Context: an optimization exercise on an open-source flow, tuned for small area. The choices shown serve that exercise and are no tape-out recipe. In this exercise RTL edits were held to simulation tests only and were not proved equivalent to the original. Power and IR drop assume default switching activity.

==> inputs of job 2520 <==
// tr1_demod
module tr1_demod (
    input  wire               clk,
    input  wire               rst,         
    input  wire               start,       
    input  wire [1:0]         car,         
    input  wire [1:0]         lc,          
    input  wire               in_valid,
    input  wire signed [11:0] in_sample,
    input  wire               finish,      
    output wire               lv_valid,
    output wire [1:0]         lv_count,    
    output reg  [5:0]         lv_data,     
    output wire               done,
    output wire [7:0]         status       
);
Settings: LEC_CHECK=0, CAP_MARGIN=20, CORE_MARGIN=2, CORE_UTILIZATION=40, CTS_BUF_LIST=sky130_fd_sc_hd__clkbuf_8, CTS_CLUSTER_DIAMETER=60, CTS_CLUSTER_SIZE=18, SLEW_MARGIN=20; clock period 16.0 ns.
standard.sh (not shown) runs the stock make flow with config.mk's settings and CLKGATE_MAP_FILE= SYNTH_SCRIPT=/design/flow/synth_recipe.tcl, a recipe that flattens the netlist after the stock synthesis.
==> flow/flow/run.sh <==
#!/bin/bash
# Layout flow: the standard synthesis, an inverter clean-up of the
# synthesized netlist around the full adders (flow/polarity.py; registers
# and all other cells untouched), then the standard layout from there
# with smaller port buffers and a clock tree without dummy loads.
# Each tool's output goes to a log file of its own in this folder.
set -euo pipefail
W=$(pwd)
R=$W/orfs/results/sky130hd/tr1_demod/base
CTS="-sink_clustering_enable -repair_clock_nets -sink_clustering_size 18 -sink_clustering_max_diameter 60 -buf_list sky130_fd_sc_hd__clkbuf_8 -dont_use_dummy_load"
PORTS="-buffer_cell sky130_fd_sc_hd__buf_1"

bash standard.sh "$R/1_2_yosys.v" > synth.log 2>&1
cp "$R/1_2_yosys.v" "$R/1_2_yosys.std.v"
python3 flow/polarity.py "$R/1_2_yosys.std.v" "$R/1_2_yosys.pol.v" 20 > polarity.log 2>&1
cp "$R/1_2_yosys.pol.v" "$R/1_2_yosys.v"
touch "$R/1_2_yosys.v"
bash standard.sh "CTS_ARGS=$CTS" "BUFFER_PORTS_ARGS=$PORTS" finish > layout.log 2>&1
==> flow/flow/polarity.py <==
#!/usr/bin/env python3
"""Inverter clean-up for a flat gate-level netlist (Yosys write_verilog style).

A full adder is self-dual: FA(~a, ~b, ~c) = (~sum, ~cout). Synthesis often
leaves inverters between chained full adders. This script chooses, for every
full-adder cell, whether to use it as is or with all its pins complemented,
so as to need the fewest inverters, then rebuilds the inverters: at most one
per net, for the loads that need the complement. Flip-flops and every other
cell are left as they are.

usage: polarity.py in.v out.v
"""
import re, sys, random

FA = "sky130_fd_sc_hd__fa_1"
INV_RE = re.compile(r"^sky130_fd_sc_hd__(clk)?inv_\d+$")
NEW_INV = "sky130_fd_sc_hd__inv_1"
OUT_PINS = {"X", "Y", "Q", "Q_N", "COUT", "SUM", "HI", "LO"}
FA_IN = ("A", "B", "CIN")
FA_OUT = ("COUT", "SUM")

src = open(sys.argv[1]).read()
m = re.search(r"^module\s+(\w+)\s*\((.*?)\);", src, re.S | re.M)
body_start = m.end()
end = src.rindex("endmodule")
body = src[body_start:end]

decl_re = re.compile(r"^\s*(input|output|inout|wire)\b[^;]*;", re.M)
cell_re = re.compile(r"^\s*(sky130_fd_sc_hd__\w+)\s+(\S+)\s*\((.*?)\);", re.S | re.M)
decls = [d.group(0) for d in decl_re.finditer(body)]
cells = []
for c in cell_re.finditer(body):
    pins = [(p, v.strip()) for p, v in re.findall(r"\.(\w+)\(([^()]*)\)", c.group(3))]
    cells.append([c.group(1), c.group(2), pins])
rest = cell_re.sub("", decl_re.sub("", body)).strip()
assert rest == "", "unexpected netlist content: %r" % rest[:200]

ports_out = set()
for d in decls:
    mm = re.match(r"\s*output\s+(\[\d+:\d+\]\s*)?(\S+)\s*;", d)
    if mm:
        name = mm.group(2)
        if mm.group(1):
            hi, lo = map(int, re.findall(r"\d+", mm.group(1)))
            for i in range(lo, hi + 1):
                ports_out.add("%s[%d]" % (name, i))
        else:
            ports_out.add(name)

# inverters: output net -> input net
inv_of = {}
inv_cells = set()
for i, (t, n, pins) in enumerate(cells):
    if INV_RE.match(t):
        pd = dict(pins)
        inv_of[pd["Y"]] = pd["A"]
        inv_cells.add(i)

def base(net):
    par = 0
    seen = 0
    while net in inv_of:
        net = inv_of[net]
        par ^= 1
        seen += 1
        assert seen < 1000
    return net, par

# loads of each base net: (cell index or None for a port, pin, parity)
loads = {}
driver = {}
for i, (t, n, pins) in enumerate(cells):
    if i in inv_cells:
        continue
    for p, v in pins:
        if p in OUT_PINS:
            driver[v] = (i, p)
        else:
            b, par = base(v)
            loads.setdefault(b, []).append((i, p, par))

fa_cells = [i for i, c in enumerate(cells) if c[0] == FA]
flip = {i: 0 for i in fa_cells}
# a full adder that drives an output port (directly or through inverters)
# keeps its polarity
port_bases = {}
for o in ports_out:
    b, par = base(o)
    port_bases.setdefault(b, []).append((o, par))
fixed = set()
for i in fa_cells:
    for p, v in cells[i][2]:
        if p in OUT_PINS and v in port_bases:
            fixed.add(i)

def net_cost(b):
    d = driver.get(b)
    dp = flip.get(d[0], 0) if d else 0
    for (ci, p, par) in loads.get(b, []):
        need = par ^ (flip.get(ci, 0) if ci is not None else 0)
        if need != dp:
            return 1
    return 0

# nets touching each full adder
fa_nets = {}
for i in fa_cells:
    ns = set()
    for p, v in cells[i][2]:
        ns.add(base(v)[0] if p not in OUT_PINS else v)
    fa_nets[i] = ns

all_bases = set(loads)
before = sum(net_cost(b) for b in all_bases)
rng = random.Random(1)
best = None
for trial in range(int(sys.argv[3]) if len(sys.argv) > 3 else 20):
    if trial:
        for i in fa_cells:
            flip[i] = rng.randint(0, 1) if i not in fixed else 0
    improved = True
    rounds = 0
    while improved and rounds < 100:
        improved = False
        rounds += 1
        order = list(fa_cells)
        rng.shuffle(order)
        for i in order:
            if i in fixed:
                continue
            ns = fa_nets[i]
            c0 = sum(net_cost(b) for b in ns)
            flip[i] ^= 1
            c1 = sum(net_cost(b) for b in ns)
            if c1 < c0 or (c1 == c0 and rng.random() < 0.3 and rounds < 60):
                improved = improved or c1 < c0
            else:
                flip[i] ^= 1
    cost = sum(net_cost(b) for b in all_bases)
    if best is None or cost < best[0]:
        best = (cost, dict(flip))
flip = best[1]
after = best[0]

def esc(v, suffix):
    return (v + suffix) if not v.startswith("\\") else (v + suffix)

# physical name of each base net: a flipped full adder's outputs are renamed,
# since they now carry the complement
phys = {}
new_wires = []
for i in fa_cells:
    if flip[i]:
        for p, v in cells[i][2]:
            if p in OUT_PINS:
                phys[v] = esc(v, "_pn")
                new_wires.append("  wire %s ;" % phys[v] if v.startswith("\\") else "  wire %s;" % phys[v])

def pname(b):
    return phys.get(b, b)

new_cells = []
conn = {}
inv_net = {}
k = 0
for b, ls in loads.items():
    d = driver.get(b)
    dp = flip.get(d[0], 0) if d else 0
    for (ci, p, par) in ls:
        need = par ^ (flip.get(ci, 0) if ci is not None else 0)
        if need == dp:
            target = pname(b)
        else:
            if b not in inv_net:
                y = "pol_inv_%d_y" % k
                inv_net[b] = y
                new_wires.append("  wire %s;" % y)
                new_cells.append([NEW_INV, "pol_inv_%d" % k, [("A", pname(b)), ("Y", y)]])
                k += 1
            target = inv_net[b]
        conn[(ci, p)] = target

out_cells = []
for i, (t, n, pins) in enumerate(cells):
    if i in inv_cells:
        continue
    np_ = []
    for p, v in pins:
        if p in OUT_PINS:
            np_.append((p, pname(v) if (i in flip and flip[i]) else v))
        else:
            np_.append((p, conn.get((i, p), v)))
    out_cells.append([t, n, np_])

# output ports that are inverter outputs: one inverter each, as before
for b, lst in port_bases.items():
    for (o, par) in lst:
        if par == 0:
            assert b == o
            continue
        assert not (driver.get(b) and flip.get(driver[b][0], 0))
        new_cells.append([NEW_INV, "pol_port_inv_%d" % k, [("A", pname(b)), ("Y", o)]])
        k += 1

def fmt(c):
    t, n, pins = c
    def net(v):
        return v + " " if v.startswith("\\") else v
    return "  %s %s (\n%s\n  );" % (t, net(n), ",\n".join("    .%s(%s)" % (p, net(v)) for p, v in pins))

used = set()
for c in out_cells + new_cells:
    for p, v in c[2]:
        used.add(v)
out = [src[:body_start], "\n".join(decls), "\n".join(w for w in new_wires)]
out += [fmt(c) for c in out_cells + new_cells]
out.append("endmodule\n")
open(sys.argv[2], "w").write("\n".join(out))
nflip = sum(flip.values())
print("full adders %d, flipped %d; inverters before %d (nets needing one %d), after %d"
      % (len(fa_cells), nflip, len(inv_cells), before, len(new_cells)))
==> job 9516: changes against job 2520 <==
==> flow/flow/run.sh (replaced) <==
#!/bin/bash
# Layout flow:
#  1. the standard synthesis (standard.sh), unchanged;
#  2. flow/polarity.py: each full adder of the netlist is used as is or with
#     all pins complemented (a full adder is self-dual), to need the fewest
#     inverters next to full adders, half adders and flip-flops;
#  3. Yosys/ABC re-map the plain logic gates (flow/remap.abc, area-oriented);
#     flip-flops, full and half adders and tie cells stay as they are, so
#     every register keeps its name and cell;
#  4. the standard layout from that netlist, with buf_1 port buffers and
#     a clock tree of clkbuf_8 without dummy loads.
# Each tool's output goes to a log file of its own in this folder.
set -euo pipefail
W=$(pwd)
R=$W/orfs/results/sky130hd/tr1_demod/base
LIB=$FLOW_HOME/platforms/sky130hd/lib/sky130_fd_sc_hd__tt_025C_1v80.lib
CTS="-sink_clustering_enable -repair_clock_nets -sink_clustering_size 18 -sink_clustering_max_diameter 60 -buf_list sky130_fd_sc_hd__clkbuf_8 -dont_use_dummy_load"
PORTS="-buffer_cell sky130_fd_sc_hd__buf_1"

bash standard.sh "$R/1_2_yosys.v" > synth.log 2>&1
cp "$R/1_2_yosys.v" "$R/1_2_yosys.std.v"

python3 flow/polarity.py "$R/1_2_yosys.std.v" "$R/1_2_yosys.pol.v" 20 --free-logic > polarity.log 2>&1

DU=$(sed 's/^/-dont_use /' flow/dont_use.txt | tr '\n' ' ')
printf 'set_driving_cell sky130_fd_sc_hd__buf_1\nset_load 5\n' > abc.constr
# functional models of the plain logic cells, for Yosys to flatten
cat > models.ys <<EOY
read_liberty -ignore_miss_func $LIB
delete sky130_fd_sc_hd__fa_* sky130_fd_sc_hd__ha_* sky130_fd_sc_hd__*df* sky130_fd_sc_hd__conb_1 sky130_fd_sc_hd__dl* sky130_fd_sc_hd__*lpflow* sky130_fd_sc_hd__e* sky130_fd_sc_hd__decap* sky130_fd_sc_hd__diode* sky130_fd_sc_hd__probe* sky130_fd_sc_hd__macro* sky130_fd_sc_hd__sdf* sky130_fd_sc_hd__fah* sky130_fd_sc_hd__maj3*
write_verilog -noattr $W/models.v
EOY
yosys -l models.log models.ys > /dev/null 2>&1

cat > remap.ys <<EOY
read_liberty -lib $LIB
read_verilog -overwrite $W/models.v
read_verilog $R/1_2_yosys.pol.v
hierarchy -check -top $FLOW_TOP
flatten -noscopeinfo
simplemap
opt -fast
opt_clean -purge
abc -script $W/flow/remap.abc -liberty $LIB $DU -constr $W/abc.constr -D $FLOW_PERIOD_NS
opt_clean -purge
setundef -zero
hilomap -singleton -hicell sky130_fd_sc_hd__conb_1 HI -locell sky130_fd_sc_hd__conb_1 LO
splitnets
opt_clean -purge
insbuf -buf sky130_fd_sc_hd__buf_4 A X
stat -liberty $LIB
write_verilog -noattr -nohex -nodec $R/1_2_yosys.remap.v
EOY
yosys -l remap.log remap.ys > /dev/null 2>&1

cp "$R/1_2_yosys.remap.v" "$R/1_2_yosys.v"
touch "$R/1_2_yosys.v"
bash standard.sh "CTS_ARGS=$CTS" "BUFFER_PORTS_ARGS=$PORTS" finish > layout.log 2>&1
==> flow/flow/dont_use.txt (new file) <==
sky130_fd_sc_hd__probe_p_8
sky130_fd_sc_hd__probec_p_8
sky130_fd_sc_hd__lpflow_bleeder_1
sky130_fd_sc_hd__lpflow_clkbufkapwr_1
sky130_fd_sc_hd__lpflow_clkbufkapwr_16
sky130_fd_sc_hd__lpflow_clkbufkapwr_2
sky130_fd_sc_hd__lpflow_clkbufkapwr_4
sky130_fd_sc_hd__lpflow_clkbufkapwr_8
sky130_fd_sc_hd__lpflow_clkinvkapwr_1
sky130_fd_sc_hd__lpflow_clkinvkapwr_16
sky130_fd_sc_hd__lpflow_clkinvkapwr_2
sky130_fd_sc_hd__lpflow_clkinvkapwr_4
sky130_fd_sc_hd__lpflow_clkinvkapwr_8
sky130_fd_sc_hd__lpflow_decapkapwr_12
sky130_fd_sc_hd__lpflow_decapkapwr_3
sky130_fd_sc_hd__lpflow_decapkapwr_4
sky130_fd_sc_hd__lpflow_decapkapwr_6
sky130_fd_sc_hd__lpflow_decapkapwr_8
sky130_fd_sc_hd__lpflow_inputiso0n_1
sky130_fd_sc_hd__lpflow_inputiso0p_1
sky130_fd_sc_hd__lpflow_inputiso1n_1
sky130_fd_sc_hd__lpflow_inputiso1p_1
sky130_fd_sc_hd__lpflow_inputisolatch_1
sky130_fd_sc_hd__lpflow_isobufsrc_1
sky130_fd_sc_hd__lpflow_isobufsrc_16
sky130_fd_sc_hd__lpflow_isobufsrc_2
sky130_fd_sc_hd__lpflow_isobufsrc_4
sky130_fd_sc_hd__lpflow_isobufsrc_8
sky130_fd_sc_hd__lpflow_isobufsrckapwr_16
sky130_fd_sc_hd__lpflow_lsbuf_lh_hl_isowell_tap_1
sky130_fd_sc_hd__lpflow_lsbuf_lh_hl_isowell_tap_2
sky130_fd_sc_hd__lpflow_lsbuf_lh_hl_isowell_tap_4
sky130_fd_sc_hd__lpflow_lsbuf_lh_isowell_4
sky130_fd_sc_hd__lpflow_lsbuf_lh_isowell_tap_1
sky130_fd_sc_hd__lpflow_lsbuf_lh_isowell_tap_2
sky130_fd_sc_hd__lpflow_lsbuf_lh_isowell_tap_4
--- a/flow/flow/polarity.py
+++ b/flow/flow/polarity.py
@@ -95,10 +95,23 @@
 
+FREE_LOGIC = "--free-logic" in sys.argv
+FIXED_TYPES = re.compile(r"^sky130_fd_sc_hd__(ha_|e?dfx|dfr|dfs|sdf|dl|conb)")
+
+def is_free(ci):
+    # a logic gate: a later re-mapping absorbs inverters at its pins
+    if not FREE_LOGIC or ci is None:
+        return False
+    t = cells[ci][0]
+    return t != FA and not FIXED_TYPES.match(t)
+
 def net_cost(b):
     d = driver.get(b)
+    needs = set()
+    for (ci, p, par) in loads.get(b, []):
+        if is_free(ci):
+            continue
+        needs.add(par ^ (flip.get(ci, 0) if ci is not None else 0))
+    if d and is_free(d[0]):
+        return 1 if len(needs) == 2 else 0
     dp = flip.get(d[0], 0) if d else 0
-    for (ci, p, par) in loads.get(b, []):
-        need = par ^ (flip.get(ci, 0) if ci is not None else 0)
-        if need != dp:
-            return 1
-    return 0
+    return 1 if any(n != dp for n in needs) else 0
 
@@ -116,3 +129,3 @@
 best = None
-for trial in range(int(sys.argv[3]) if len(sys.argv) > 3 else 20):
+for trial in range(int(sys.argv[3]) if len(sys.argv) > 3 and sys.argv[3].isdigit() else 20):
     if trial:
==> flow/flow/remap.abc (new file) <==
&get -n
&st
&dch
&nf -a
&st
&syn2
&if -g -K 6
&synch2
&nf -a
&st
&dch
&nf -a
&put
==> comparison <==
- Job 9516 completed without violations. Job 2520 finished with timing, DRC and antenna clean.
- Of job 2520 and job 9516, job 2520 has the higher sequential power (gap about 5%, measured against job 9516).
- In fmax, job 9516 and job 2520 hardly differ.
- First-iteration DRC count is about the same in job 2520 and job 9516.
- Area after synthesis: job 9516 is smaller than job 2520 (9.7%).
- In job 2520 the global-route usage is lower than in job 9516, by 0.33 points.
- In critical path depth, job 2520 and job 9516 do not differ.
- Via count: job 2520 is larger than job 9516 (8.2%).
- Of job 9516 and job 2520, job 2520 has the higher design area (gap about 6%, measured against job 2520).
- Hold slack: job 9516 is better than job 2520 (0.030 ns).
- Against job 9516, the utilization of job 2520 is lower by 1.9 points.
- In flip-flop and latch count, job 9516 and job 2520 do not differ.
==> figures <==
metric                                                                      job 2520          job 9516
Result of the run                                   no timing/DRC/antenna violations  no timing/DRC/antenna violations
Startpoint of the most critical hold path                             xr[17]$_DFF_P_     xr[1]$_DFF_P_
Post-place instance area                                                  0.0267 mm²        0.0250 mm²
Clock skew                                                                  0.109 ns         0.0870 ns
Number of non-clock buffers                                                      124               120
#MultiIn Comb                                                                   1993              1885
Half-perimeter wire length after detailed placement                          58.8 mm           53.5 mm
Core utilization of the finished layout                                        0.422             0.441
1st-iter DRT viols                                                              1524              1526
Post-layout worst setup margin                                               1.46 ns           1.47 ns
Share of total power in sequential cells                                       0.388             0.392
Detail-routed via count per cell                                                5.68              5.80
Clock network fraction of design power                                         0.151             0.163
F_max                                                                     0.0688 GHz        0.0688 GHz
Overall global routing resource usage                                          0.235             0.238
Worst reg2reg path endpoint                                        xr[53]$_SDFF_PN0_  y2[26]$_DFFE_PP_
Wire length on met1                                                          32.7 mm           30.9 mm
Number of antenna violations at the first check in global routing                  2                 0
Mean cell area of the mapped netlist                                        9.69 µm²          10.5 µm²
Number of standard-cell rows in the floorplan                                     93                88
Clock network area share                                                      0.0142            0.0157
R2R setup slack                                                              1.99 ns           2.63 ns
Power spent charging and discharging nets                                 0.000981 W        0.000889 W

-- afterwards: timing with drivers on the ports --
The flow's constraints put no driver on any port. The routed layouts listed below were extracted and timed again, unchanged, in two steps. Step 1: set_driving_cell puts a clkbuf_16 on clk and a buf_2 on each other input, an assumption about the parent block. Step 2 times the ports against the registers' clock, not the clock port: input delays grow and output delays shrink by t, the midpoint of the rising clock arrivals with the driver on. Three values: ideal ports, drivers, drivers and shift; two values: the first two.
run	shift t [ns]	slack for setup (ns)	hold slack, ns	latest minus earliest clock arrival (ns)	worst data-port slew with drivers (ns)
job 2520	0.686	1.459 / 1.483 / 0.797	0.384 / 0.384 / 0.384	0.115 / 0.116	0.04
job 9516	0.658	1.474 / 1.470 / 0.811	0.414 / 0.414 / 0.414	0.100 / 0.099	0.06
After both steps setup and hold are still met in every run listed. For job 9516, which loses most, drivers alone change the setup slack by -0.004 ns; drivers and shift together by -0.663 ns.
